Source: an optimization exercise on an open RTL-to-GDS flow (aim: a short achievable clock period and few clock cycles). Production flows keep margins and buffers that such runs may drop.
Function was checked by simulation only, so behaviour that the tests miss may differ from the original.
Power is estimated from default activity; no workload was simulated.

===== flow/run.sh =====
#!/bin/bash
# synth_recipe.tcl (not shown) runs the flow's synth.tcl, then flattens the netlist and writes it again
# the make line also repeats each setting of config.mk as NAME=value (left out here)
make -C /OpenROAD-flow-scripts/flow DESIGN_CONFIG=/design/flow/config.mk WORK_HOME=/design/flow/orfs CLKGATE_MAP_FILE= SYNTH_SCRIPT=/design/flow/synth_recipe.tcl finish

===== flow/config.mk =====
export PLATFORM = sky130hd
export DESIGN_NAME = cs213_frame_dp
export DESIGN_NICKNAME = cs213_frame_dp
export VERILOG_FILES = /design/flow/design.v
export SDC_FILE = /design/flow/constraint.sdc
export NUM_CORES = 4
export LEC_CHECK = 0
export CAP_MARGIN = 20
export CORE_MARGIN = 2
export CORE_UTILIZATION = 40
export SLEW_MARGIN = 20

===== flow/constraint.sdc =====
create_clock -name core_clock -period 5.0 [get_ports {clk}]
set_input_delay 1.0000 -clock core_clock [delete_from_list [all_inputs] [get_ports {clk}]]
set_output_delay 1.0000 -clock core_clock [all_outputs]
set_load 0.01 [all_outputs]

===== flow/design.v =====
module cs213_frame_dp (
    input              clk,
    input              rst,
    input              start,
    output             start_ready,
    input      [15:0]  cfg_key,
    input              cfg_enc,
    input              cfg_comp,
    input              cfg_cks,
    input      [15:0]  cfg_sum,
    input      [15:0]  cfg_stored,
    input      [19:0]  cfg_orig,
    input      [127:0] cfg_dict,
    input              in_valid,
    input      [7:0]   in_data,
    output             in_ready,
    output             out_valid,
    output     [7:0]   out_data,
    input              out_ready,
    output             done,
    output     [2:0]   err,
    output     [15:0]  checksum,
    output     [19:0]  out_count
);
    localparam [2:0] S_IDLE  = 3'd0,
                     S_DATA  = 3'd1,
                     S_RUN   = 3'd2,
                     S_FLUSH = 3'd3;
    localparam [2:0] E_OK        = 3'd0,
                     E_INTEGRITY = 3'd2,
                     E_SIZE      = 3'd3,
                     E_TRUNC     = 3'd6;
    localparam [7:0] SENTINEL = 8'h07;
    function [15:0] lfsr_step;
        input [15:0] s;
        begin
            lfsr_step = {s[0] ^ s[6] ^ s[9] ^ s[13], s[15:1]};
        end
    endfunction
    reg [2:0]   state;
    reg         enc, comp, cks;
    reg [15:0]  sum_exp;
    reg [19:0]  orig;
    reg [7:0]   dict [0:15];
    reg [15:0]  ks;           
    reg         phase;        
    reg [15:0]  remain;       
    reg         esc;          
    reg [3:0]   run_cnt;      
    reg [3:0]   run_idx;
    reg [15:0]  csum;
    reg [19:0]  ocnt;
    reg         obuf_v;
    reg [7:0]   obuf_d;
    reg         done_r;
    reg [2:0]   err_r;
    wire obuf_free = !obuf_v || out_ready;
    assign start_ready = (state == S_IDLE);
    assign in_ready    = (state == S_DATA) && (remain != 16'd0) && obuf_free;
    assign out_valid   = obuf_v;
    assign out_data    = obuf_d;
    assign done        = done_r;
    assign err         = err_r;
    assign checksum    = csum;
    assign out_count   = ocnt;
    wire       start_fire = start && start_ready;
    wire       in_fire    = in_valid && in_ready;
    wire [7:0] pad        = phase ? ks[15:8] : ks[7:0];
    wire [7:0] dbyte      = enc ? (in_data ^ pad) : in_data;
    reg        emit;
    reg [7:0]  emit_byte;
    reg        esc_next;
    reg        run_start;
    always @(*) begin
        emit      = 1'b0;
        emit_byte = dbyte;
        esc_next  = 1'b0;
        run_start = 1'b0;
        if (!comp) begin
            emit = 1'b1;
        end else if (!esc) begin
            if (dbyte == SENTINEL)
                esc_next = 1'b1;
            else
                emit = 1'b1;
        end else begin
            if (dbyte == 8'h00) begin
                emit      = 1'b1;
                emit_byte = SENTINEL;
            end else if (dbyte[7:4] != 4'd0) begin
                run_start = 1'b1;
            end
        end
    end
    integer i;
    always @(posedge clk) begin
        if (rst) begin
            state  <= S_IDLE;
            obuf_v <= 1'b0;
            done_r <= 1'b0;
        end else begin
            done_r <= 1'b0;
            if (out_ready)
                obuf_v <= 1'b0;
            case (state)
                S_IDLE: begin
                    if (start_fire) begin
                        enc     <= cfg_enc;
                        comp    <= cfg_comp;
                        cks     <= cfg_cks;
                        sum_exp <= cfg_sum;
                        orig    <= cfg_orig;
                        for (i = 0; i < 16; i = i + 1)
                            dict[i] <= cfg_dict[8*i +: 8];
                        ks      <= lfsr_step(cfg_key);
                        phase   <= 1'b0;
                        remain  <= cfg_stored;
                        esc     <= 1'b0;
                        csum    <= 16'd0;
                        ocnt    <= 20'd0;
                        state   <= S_DATA;
                    end
                end
                S_DATA: begin
                    if (remain == 16'd0) begin
                        state <= S_FLUSH;
                    end else if (in_fire) begin
                        csum   <= csum + {8'd0, in_data};
                        remain <= remain - 16'd1;
                        phase  <= !phase;
                        if (phase)
                            ks <= lfsr_step(ks);
                        esc <= esc_next;
                        if (emit) begin
                            obuf_v <= 1'b1;
                            obuf_d <= emit_byte;
                            ocnt   <= ocnt + 20'd1;
                        end
                        if (run_start) begin
                            run_cnt <= dbyte[7:4];
                            run_idx <= dbyte[3:0];
                            state   <= S_RUN;
                        end
                    end
                end
                S_RUN: begin
                    if (obuf_free) begin
                        obuf_v  <= 1'b1;
                        obuf_d  <= dict[run_idx];
                        ocnt    <= ocnt + 20'd1;
                        run_cnt <= run_cnt - 4'd1;
                        if (run_cnt == 4'd1)
                            state <= S_DATA;
                    end
                end
                S_FLUSH: begin
                    if (!obuf_v) begin
                        done_r <= 1'b1;
                        if (cks && csum != sum_exp)
                            err_r <= E_INTEGRITY;
                        else if (comp && esc)
                            err_r <= E_TRUNC;
                        else if (ocnt != orig)
                            err_r <= E_SIZE;
                        else
                            err_r <= E_OK;
                        state <= S_IDLE;
                    end
                end
                default: state <= S_IDLE;
            endcase
        end
    end
endmodule

==> run_results.csv <==
group,metric,value,unit
status,run_status,"timing/DRC/antenna clean",
placed_design,dp_slack,1300,ps
logic_synthesis,ys_seq_elements,260,
drt,detail-route-antenna-nets,0,
placed_design,place_area,14900,um2
logic_synthesis,syn_area,11800,um2
placed_design,gp_congestion,0.802,
die,initial_core_util,40.9,%
clock_tree,cts_buffers,28,
setup_path,rr_worst_depth,7,
clock_tree,clk_pin_slew,60,ps
die,rows,62,
timing,setup_viol,0,
clock_tree,numClockSinks,260,
power_and_ir_drop,p_sw_share,29.7,%
hold_path,hold_class,"flop to flop",
layout,design_area,15800,um2
logic_synthesis,netlist-cell-type-count,67,
timing,holdWs,549,ps
clock_tree,clock_path_buffers,3,
timing,tightest_slew,979,ps
drt,routed_wl,30.8,mm
logic_synthesis,syn_area_per_cell,13.8,um2
logic_synthesis,yosysTopAreaCell,"edfxtp_1",
power_and_ir_drop,p_int,4.93,mW
die,die_w,176,um
drt,num_vias,8003,
layout,final_core_util,54.5,%
power_and_ir_drop,p_sw,2.08,mW
logic_synthesis,syn-num-nets,1086,
drt,drt-initial-drc-count,644,
power_and_ir_drop,comb_power_share,25.5,%
setup_path,startpoint_type,"flop",
layout,synthToLayoutAreaGrowth,33.3,%
layout,nFillCells,2437,
logic_synthesis,yosysTopAreaCellShare,65.0,%
placed_design,portBuffers,262,
layout,fin_nets,1358,
hold_path,min_to,"done_r",
drt,drc,0,
setup_path,endpoint_kind,"output port",
setup_path,timing.rr.end,"obuf_d[3]",
timing,tns,0,ps
die,dieArea,31000,um2
setup_path,crit_arrival,2860,ps
global_route,grt_max_degree,53,
die,io_pins,263,
clock_tree,cts.repair.resized,0,
logic_synthesis,synth-edff-count,256,
power_and_ir_drop,p_clk_share,27.6,%
timing,rsz0062_at_grt,"false",
global_route,overflow,0,
logic_synthesis,async_reset_ff_share,0,%
timing,fmax,0.259,GHz
global_route,grtUsageTotal,19.9,%
drt,first_pass_iters,5,
timing,slew_viol_final,0,
clock_tree,cts_hold_buffers,0,
power_and_ir_drop,power.density,444,nW/um2
clock_tree,post-cts-setup-buffers,0,
setup_path,critical_path_class,"flop to output port",
clock_tree,cts_root_buf,"clkbuf_16",
clock_tree,cts_tree,"yes",
timing,fin_skew,23.5,ps
die,die_y,176,um
logic_synthesis,yosys_warnings,2,
logic_synthesis,synth_cells,856,
layout,drive_gt1_share,8.09,%
power_and_ir_drop,ir_drop,0.245,mV
timing,fin_ws,1140,ps
die,core-area,28900,um2
timing,fin_crit,3860,ps
timing,post-route-period-util,77.2,%
global_route,grt_pass1_vias,8236,
power_and_ir_drop,power.leakage,5.33,nW
logic_synthesis,ys_seq_area_share,65.6,%
hold_path,whs_path_depth,1,
placed_design,dp_hpwl,22.5,mm
global_route,antenna_found_initial,2,
hold_path,min_from,"obuf_v",
timing,slew_headroom,34.8,%
clock_tree,h-tree-depth,1,
global_route,grt_pass1_wl,47.1,mm
setup_path,crit-reg2reg-launch,"phase",
setup_path,rrSetupSlack,1820,ps
setup_path,crit_required,4000,ps
power_and_ir_drop,power_frac_seq,46.9,%
run,cap_violations,0,
clock_tree,clk-insertion-delay-late,550,ps
logic_synthesis,yosysMostFrequentCell,"edfxtp_1",
timing,hold_viol,0,
logic_synthesis,ys_top_cells_by_count,"edfxtp_1, xnor2_1, nand2_1",
drt,routedWlPerCell,20.0,um
drt,avgViaCountPerCell,5.21,
logic_synthesis,ys.flop_type,"edfxtp_1",
logic_synthesis,synthTopCellsByArea,"edfxtp_1, xnor2_1, mux2_2",
setup_path,crit_fanout,5,
-- registers in the layout, summed over array words and instances, names as in the netlist, 2 cells and up --
name / flops
dict: 128
ocnt: 20
orig: 20
csum: 16
ks: 16
remain: 16
sum_exp: 16
obuf_d: 8
run_cnt: 4
run_idx: 4
err_r: 3
state: 2
-- kinds of logic (layout without fill, tap and decap cells) --
family                     after synthesis  after routing  synth area share [%]
AOI/OAI and AO/OA                      151            151                  8.79
other                                    0              2                     0
DFF                                    260            260                  65.6
buffers and inverters                   53            347                  1.95
adders and majority gates               18             18                  1.97
muxes                                   52             52                  5.02
and+or+nand+nor                        238            238                  10.4
xor gates and xnor gates                84             84                  6.22
-- stage by stage --
step,total power [mW],cells
3_3_place_gp,5.11,1482
5_1_grt,7.40,1536
3_5_place_dp,5.13,1482
6_report,7.01,1536
2_1_floorplan,4.34,856
4_1_cts,7.08,1534
-- power by group through the flow --
stage	Sequential, mW	Combinational [mW]	Clock [mW]
4_1_cts	3.29	1.81	1.99
3_3_place_gp	3.33	1.78	0
2_1_floorplan	3.30	1.04	0
3_5_place_dp	3.33	1.80	0
5_1_grt	3.34	1.98	2.08
6_report	3.29	1.78	1.93
-- placed cells by master, fill, tap and decap left out, drive strengths merged, types with 20 or more instances in the layout --
master,count
nand2,58
mux2,29
clkbuf,35
o21ai,32
edfxtp,256
and2,20
xor2,25
mux2i,20
a21oi,38
nor2,51
clkdlybuf4s50,262
inv,20
xnor2,59
-- per-layer routing --
layer / vias to the layer above / share of wire (%) / GRT usage (%)
met3: 34 / 6.4 / 4.22
li1: 3813 / - / -
met5: - / 0 / 0
met1: 3929 / 46 / 27.9
met2: 227 / 46 / 31.7
met4: 0 / 1.8 / 4.86
-- layout make-up --
| type | count | area (um2) | area share [%] |
|---|---|---|---|
| repair buffers | 275 | 2750 | 17.4 |
| clock buffers | 35 | 727 | 4.61 |
| diodes | 2 | 5.00 | 0.0317 |
| clock inverters | 17 | 118 | 0.746 |
| flip-flops and latches | 260 | 7770 | 49.3 |
| well taps | 384 | 480 | 3.05 |
| inverters | 20 | 75.1 | 0.476 |
| multi-input cells | 543 | 3850 | 24.4 |
-- how the worst max path moves through the flow --
stage | startpoint | endpoint | cells after the start
2_1_floorplan | out_ready | csum[0] | 5
3_3_place_gp | in_data[0] | csum[14] | 11
3_5_place_dp | in_data[0] | csum[12] | 11
4_1_cts | remain[6] | in_ready | 5
5_1_grt | remain[6] | in_ready | 5
6_report | remain[6] | in_ready | 5
-- worst max-delay path, cell delays in order (launching register included) --
cell and delay, ps:
edfxtp_1 490, nor4_1 350, nand4b_1 310, o41ai_2 550, nor2_1 80, clkdlybuf4s50_1 540
Testbench counts, summed over its fixed seeds: cycles 47,376.

[re-timing with driven ports]
How much do the figures lean on ideal ports? The routed layout below was timed once more, with nothing changed but the port constraints. Step 1 (the two cells are an assumption about what drives the block):
set clk [get_ports {clk}]
set_driving_cell -lib_cell sky130_fd_sc_hd__clkbuf_16 $clk
set_driving_cell -lib_cell sky130_fd_sc_hd__buf_2 [delete_from_list [all_inputs] $clk]
Step 2, shift: input delay + t, output delay - t, t = (earliest + latest rising clock arrival at the registers) / 2. This alone moves slack from input paths to output paths. a / b / c = ideal ports / drivers / drivers and shift; a / b = the first two.
t, ns: 0.589
setup slack, ns: 1.140 / 1.092 / 1.308
worst setup path at the end: input to register
slew at the worst register clock pin (ns): 0.06 / 0.06
pins driven straight from the clock port: 1
After both steps this run still meets setup and hold. For this run, drivers alone change the setup slack by -0.048 ns; drivers and shift together by +0.168 ns.
